This design comes from an exercise in tuning for small area, a short achievable clock period and few clock cycles per item on the open sky130 flow, not from production work.
Where RTL was checked, it was by simulation tests only, not by an equivalence proof against the original.

== lane 1 ==
==> module llf_rx, before the edit <==
module llf_rx (
    input  wire        clk,
    input  wire        rst,
    input  wire        rx_req_valid,
    input  wire [15:0] rx_req_cap,
    output wire        rx_req_ready,
    input  wire        src_valid,
    input  wire        src_err,
    input  wire [7:0]  src_data,
    output wire        src_ready,
    output reg         rxbuf_we,
    output wire [15:0] rxbuf_addr,
    output reg  [7:0]  rxbuf_data,
    output reg         rx_resp_valid,
    output wire [1:0]  rx_resp_status,
    output wire [15:0] rx_resp_len
);
    localparam [7:0] START_M  = 8'hFA,
                     DSTART_M = 8'hFB,
                     STOP_M   = 8'hFE;
    localparam [7:0] CRC_FA = 8'hE8,
                     CRC_FB = 8'hEF;
    reg        armed;
    reg        s_wait, s_lo, s_hi, s_hc, s_ds, s_pay, s_fc, s_stop;
    reg [3:0]  rlo;
    reg [11:0] rhi;
    reg        rpend;
    reg [15:0] idx;      
    reg [15:0] capm2;    
    reg        fresh;
    reg [7:0]  crc;
    reg        wok;
    reg        err_st;
    wire [7:0] b    = src_data;
    wire       step = src_valid & armed;
    wire       go   = step & ~src_err;
    assign rx_req_ready   = ~armed;
    assign src_ready      = armed;
    assign rxbuf_addr     = idx;
    assign rx_resp_status = {1'b0, err_st};
    assign rx_resp_len    = idx;
    wire [7:0] crc_upd;
    llf_crc8 u_crc (.c(crc), .b(b), .y(crc_upd));
    wire [15:0] idx1, rhi1, reqm1;
    llf_step16 #(0) u_inc (.x(idx), .y(idx1));
    llf_step16 #(1) u_dec (.x({4'd0, rhi}), .y(rhi1));
    wire [3:0]  rlo1 = rlo - 4'd1;
    llf_step16 #(1) u_cap (.x({1'b0, capm2[15:1]}), .y(reqm1));
    wire cap_hit = idx == capm2;
    wire capnz   = capm2 != 16'hFFFE;
    wire hiz    = rhi == 12'd0;
    wire last   = hiz & (rlo == 4'd1);
    wire lenz   = hiz & (rlo == 4'd0);
    wire is_fa  = b == START_M;
    wire is_fb  = b == DSTART_M;
    wire is_fe  = b == STOP_M;
    wire crc_eq = b == crc;
    wire fc_ok  = crc_eq & wok;
    wire done   = step & (src_err | (s_stop & is_fe));
    wire [7:0] crc_nx = ({8{step & s_wait}} & CRC_FA) | ({8{step & s_ds}} & CRC_FB)
                      | ({8{step & ~s_wait & ~s_ds}} & crc_upd) | ({8{~step}} & crc);
    wire armed_nx = armed ? ~done : rx_req_valid;
    wire        i_ff  = go & s_ds;
    wire        i_inc = go & (s_pay | s_fc);
    wire        i_clr = step & src_err;
    wire        i_hld = ~(i_ff | i_inc | i_clr);
    wire [15:0] idx_nx = {16{i_ff}} | ({16{i_inc}} & idx1) | ({16{i_hld}} & idx);
    wire        r_lo  = go & s_lo;
    wire        r_hi  = go & s_hi;
    wire        r_dec = go & s_pay;
    wire        r_hld = ~(r_lo | r_hi | r_dec);
    wire [3:0]  rlo_nx = ({4{r_lo}} & b[3:0]) | ({4{r_dec}} & rlo1)
                       | ({4{~r_lo & ~r_dec}} & rlo);
    wire        h_dec  = rpend & ~r_lo & ~r_hi;
    wire [11:0] rhi_nx = {({8{r_hi}} & b) | ({8{h_dec}} & rhi1[11:4])
                          | ({8{~r_hi & ~h_dec}} & rhi[11:4]),
                          ({4{r_lo}} & b[7:4]) | ({4{h_dec}} & rhi1[3:0])
                          | ({4{~r_lo & ~h_dec}} & rhi[3:0])};
    wire        rpend_nx = r_dec & (rlo == 4'd0);
    wire wok_nx = (go & s_ds & (capnz | lenz))
                | (wok & ~(go & s_ds) & ~(go & s_pay & ~last & cap_hit));
    always @(posedge clk) begin
        rxbuf_data <= b;
        idx <= idx_nx;
        rlo   <= rlo_nx;
        rhi   <= rhi_nx;
        rpend <= rpend_nx;
        wok <= wok_nx;
        crc <= crc_nx;
        if (step)
            err_st <= src_err;
        if (!armed)
            capm2 <= rx_req_cap;
        else if (fresh)
            capm2 <= {reqm1[14:0], capm2[0]};
        fresh <= ~armed;
    end
    always @(posedge clk) begin
        if (rst) begin
            armed         <= 1'b0;
            s_wait        <= 1'b1;
            s_lo          <= 1'b0;
            s_hi          <= 1'b0;
            s_hc          <= 1'b0;
            s_ds          <= 1'b0;
            s_pay         <= 1'b0;
            s_fc          <= 1'b0;
            s_stop        <= 1'b0;
            rxbuf_we      <= 1'b0;
            rx_resp_valid <= 1'b0;
        end else begin
            rxbuf_we      <= go & s_pay & wok;
            rx_resp_valid <= done;
            armed         <= armed_nx;
            if (step) begin
                if (src_err) begin
                    s_wait <= 1'b1;
                    s_lo   <= 1'b0;
                    s_hi   <= 1'b0;
                    s_hc   <= 1'b0;
                    s_ds   <= 1'b0;
                    s_pay  <= 1'b0;
                    s_fc   <= 1'b0;
                    s_stop <= 1'b0;
                end else begin
                    s_wait <= (s_wait & ~is_fa) | (s_hc & ~crc_eq) | (s_ds & ~is_fb)
                            | (s_fc & ~fc_ok) | s_stop;
                    s_lo   <= s_wait & is_fa;
                    s_hi   <= s_lo;
                    s_hc   <= s_hi;
                    s_ds   <= s_hc & crc_eq;
                    s_pay  <= (s_ds & is_fb & ~lenz) | (s_pay & ~last);
                    s_fc   <= (s_ds & is_fb & lenz) | (s_pay & last);
                    s_stop <= s_fc & fc_ok;
                end
            end
        end
    end
endmodule
==> flow/config.mk <==
export PLATFORM = sky130hd
export DESIGN_NAME = llf
export DESIGN_NICKNAME = llf
export VERILOG_FILES = /design/flow/design.v
export SDC_FILE = /design/flow/constraint.sdc
export NUM_CORES = 4
export LEC_CHECK = 0
export ABC_CLOCK_PERIOD_IN_PS = 1500
export CAP_MARGIN = 20
export CORE_MARGIN = 2
export CORE_UTILIZATION = 40
export CTS_BUF_LIST = sky130_fd_sc_hd__clkbuf_8
export CTS_CLUSTER_SIZE = 32
export SETUP_SLACK_MARGIN = 2.2
export SLEW_MARGIN = 20
export TNS_END_PERCENT = 0
==> flow/constraint.sdc <==
create_clock -name core_clock -period 4.0 [get_ports {clk}]
set_input_delay 0.8000 -clock core_clock [delete_from_list [all_inputs] [get_ports {clk}]]
set_output_delay 0.8000 -clock core_clock [all_outputs]
set_load 0.01 [all_outputs]
standard.sh (not shown) runs the stock make flow with config.mk's settings and CLKGATE_MAP_FILE= SYNTH_SCRIPT=/design/flow/synth_recipe.tcl, a recipe that flattens the netlist after the stock synthesis.
==> flow/flow/run.sh <==
#!/bin/bash
# The standard layout, with the port buffers made of sky130_fd_sc_hd__buf_1
# cells instead of the default choice. Every port still gets its buffer.
bash standard.sh "BUFFER_PORTS_ARGS=-buffer_cell sky130_fd_sc_hd__buf_1" finish > standard.log 2>&1
What lane 2 does differently from lane 1 at the input level:
--- a/flow/design.v
+++ b/flow/design.v
@@ -87,14 +87,12 @@
                      CRC_FB = 8'hEF;
     reg        armed;
     reg        s_wait, s_lo, s_hi, s_hc, s_ds, s_pay, s_fc, s_stop;
-    reg [3:0]  rlo;
-    reg [11:0] rhi;
-    reg        rpend;
+    reg [15:0] rem;      
     reg [15:0] idx;      
     reg [15:0] capm2;    
-    reg        fresh;
     reg [7:0]  crc;
-    reg        wok;
+    reg        wok;      
+    reg        ov;       
     reg        err_st;
     wire [7:0] b    = src_data;
     wire       step = src_valid & armed;
@@ -106,21 +104,19 @@
     assign rx_resp_len    = idx;
     wire [7:0] crc_upd;
     llf_crc8 u_crc (.c(crc), .b(b), .y(crc_upd));
-    wire [15:0] idx1, rhi1, reqm1;
+    wire [15:0] idx1, rem1, reqm1;
     llf_step16 #(0) u_inc (.x(idx), .y(idx1));
-    llf_step16 #(1) u_dec (.x({4'd0, rhi}), .y(rhi1));
-    wire [3:0]  rlo1 = rlo - 4'd1;
-    llf_step16 #(1) u_cap (.x({1'b0, capm2[15:1]}), .y(reqm1));
+    llf_step16 #(1) u_dec (.x(rem), .y(rem1));
+    llf_step16 #(1) u_cap (.x({1'b0, rx_req_cap[15:1]}), .y(reqm1));
     wire cap_hit = idx == capm2;
     wire capnz   = capm2 != 16'hFFFE;
-    wire hiz    = rhi == 12'd0;
-    wire last   = hiz & (rlo == 4'd1);
-    wire lenz   = hiz & (rlo == 4'd0);
+    wire last   = rem == 16'd1;
+    wire lenz   = rem == 16'd0;
     wire is_fa  = b == START_M;
     wire is_fb  = b == DSTART_M;
     wire is_fe  = b == STOP_M;
     wire crc_eq = b == crc;
-    wire fc_ok  = crc_eq & wok;
+    wire fc_ok  = crc_eq & ~ov;
     wire done   = step & (src_err | (s_stop & is_fe));
     wire [7:0] crc_nx = ({8{step & s_wait}} & CRC_FA) | ({8{step & s_ds}} & CRC_FB)
                       | ({8{step & ~s_wait & ~s_ds}} & crc_upd) | ({8{~step}} & crc);
@@ -134,31 +130,23 @@
     wire        r_hi  = go & s_hi;
     wire        r_dec = go & s_pay;
     wire        r_hld = ~(r_lo | r_hi | r_dec);
-    wire [3:0]  rlo_nx = ({4{r_lo}} & b[3:0]) | ({4{r_dec}} & rlo1)
-                       | ({4{~r_lo & ~r_dec}} & rlo);
-    wire        h_dec  = rpend & ~r_lo & ~r_hi;
-    wire [11:0] rhi_nx = {({8{r_hi}} & b) | ({8{h_dec}} & rhi1[11:4])
-                          | ({8{~r_hi & ~h_dec}} & rhi[11:4]),
-                          ({4{r_lo}} & b[7:4]) | ({4{h_dec}} & rhi1[3:0])
-                          | ({4{~r_lo & ~h_dec}} & rhi[3:0])};
-    wire        rpend_nx = r_dec & (rlo == 4'd0);
-    wire wok_nx = (go & s_ds & (capnz | lenz))
-                | (wok & ~(go & s_ds) & ~(go & s_pay & ~last & cap_hit));
+    wire [15:0] rem_nx = ({16{r_dec}} & rem1)
+                       | {({8{r_hi}} & b) | ({8{~r_hi & ~r_dec}} & rem[15:8]),
+                          ({8{r_lo}} & b) | ({8{~r_lo & ~r_dec}} & rem[7:0])};
+    wire wok_nx = (go & s_ds & capnz)
+                | (wok & ~(go & s_ds) & ~(go & s_pay & cap_hit));
+    wire ov_nx  = (ov & ~(go & s_ds)) | (go & s_pay & ~wok);
     always @(posedge clk) begin
         rxbuf_data <= b;
         idx <= idx_nx;
-        rlo   <= rlo_nx;
-        rhi   <= rhi_nx;
-        rpend <= rpend_nx;
+        rem <= rem_nx;
         wok <= wok_nx;
+        ov  <= ov_nx;
         crc <= crc_nx;
         if (step)
             err_st <= src_err;
         if (!armed)
-            capm2 <= rx_req_cap;
-        else if (fresh)
-            capm2 <= {reqm1[14:0], capm2[0]};
-        fresh <= ~armed;
+            capm2 <= {reqm1[14:0], rx_req_cap[0]};
     end
     always @(posedge clk) begin
         if (rst) begin
### Flow results
Lane 2 vs. lane 1: setup slack shows a reduction of 0.015 ns, pin count of the biggest net entering global routing shows a reduction of about 20%, share of cell area taken by multi-input logic gates shows a reduction of 0.64 points.
Going from lane 1 to lane 2, XOR/XNOR share of the synthesized area shrinks by 0.18 points.
Amount of wire on met3 after detailed routing ended up 2.3% higher on lane 2 than on lane 1.
Diff lane 2 and lane 1: number of standard cells in the final layout excluding fillers higher in lane 1
Cmp lane 2 and lane 1 / number of non-clock inverters in the layout / higher: lane 2
Diff lane 1 -> lane 2: overall routing resource usage saw a decrease; average cell area after synthesis now larger.
Testbench counts of lane 2, summed over its fixed seeds: cycles 124,644, bytes 105,422.
For lane 1, only the layout was checked, not whether the RTL still works.

port drivers added, routing unchanged:
How much do the figures lean on ideal ports? The routed layouts below were timed once more, with nothing changed but the port constraints.
Step 1: set_driving_cell puts a clkbuf_16 on clk and a buf_2 on each other input, an assumption about the parent block.
Step 2, shift: input delay + t, output delay - t, t = (earliest + latest rising clock arrival at the registers) / 2. This alone moves slack from input paths to output paths.
a / b / c = ideal ports / drivers / drivers and shift; a / b = the first two.
| run | shift t [ns] | setup WS [ns] | slew at the worst register clock pin (ns) |
|---|---|---|---|
| lane 1 | 0.488 | 1.854 / 1.851 / 1.448 | 0.09 / 0.09 |
| lane 2 | 0.488 | 1.838 / 1.858 / 1.370 | 0.09 / 0.09 |
After both steps setup and hold are still met in every run listed. For lane 2, which loses most, drivers alone change the setup slack by +0.020 ns; drivers and shift together by -0.468 ns.
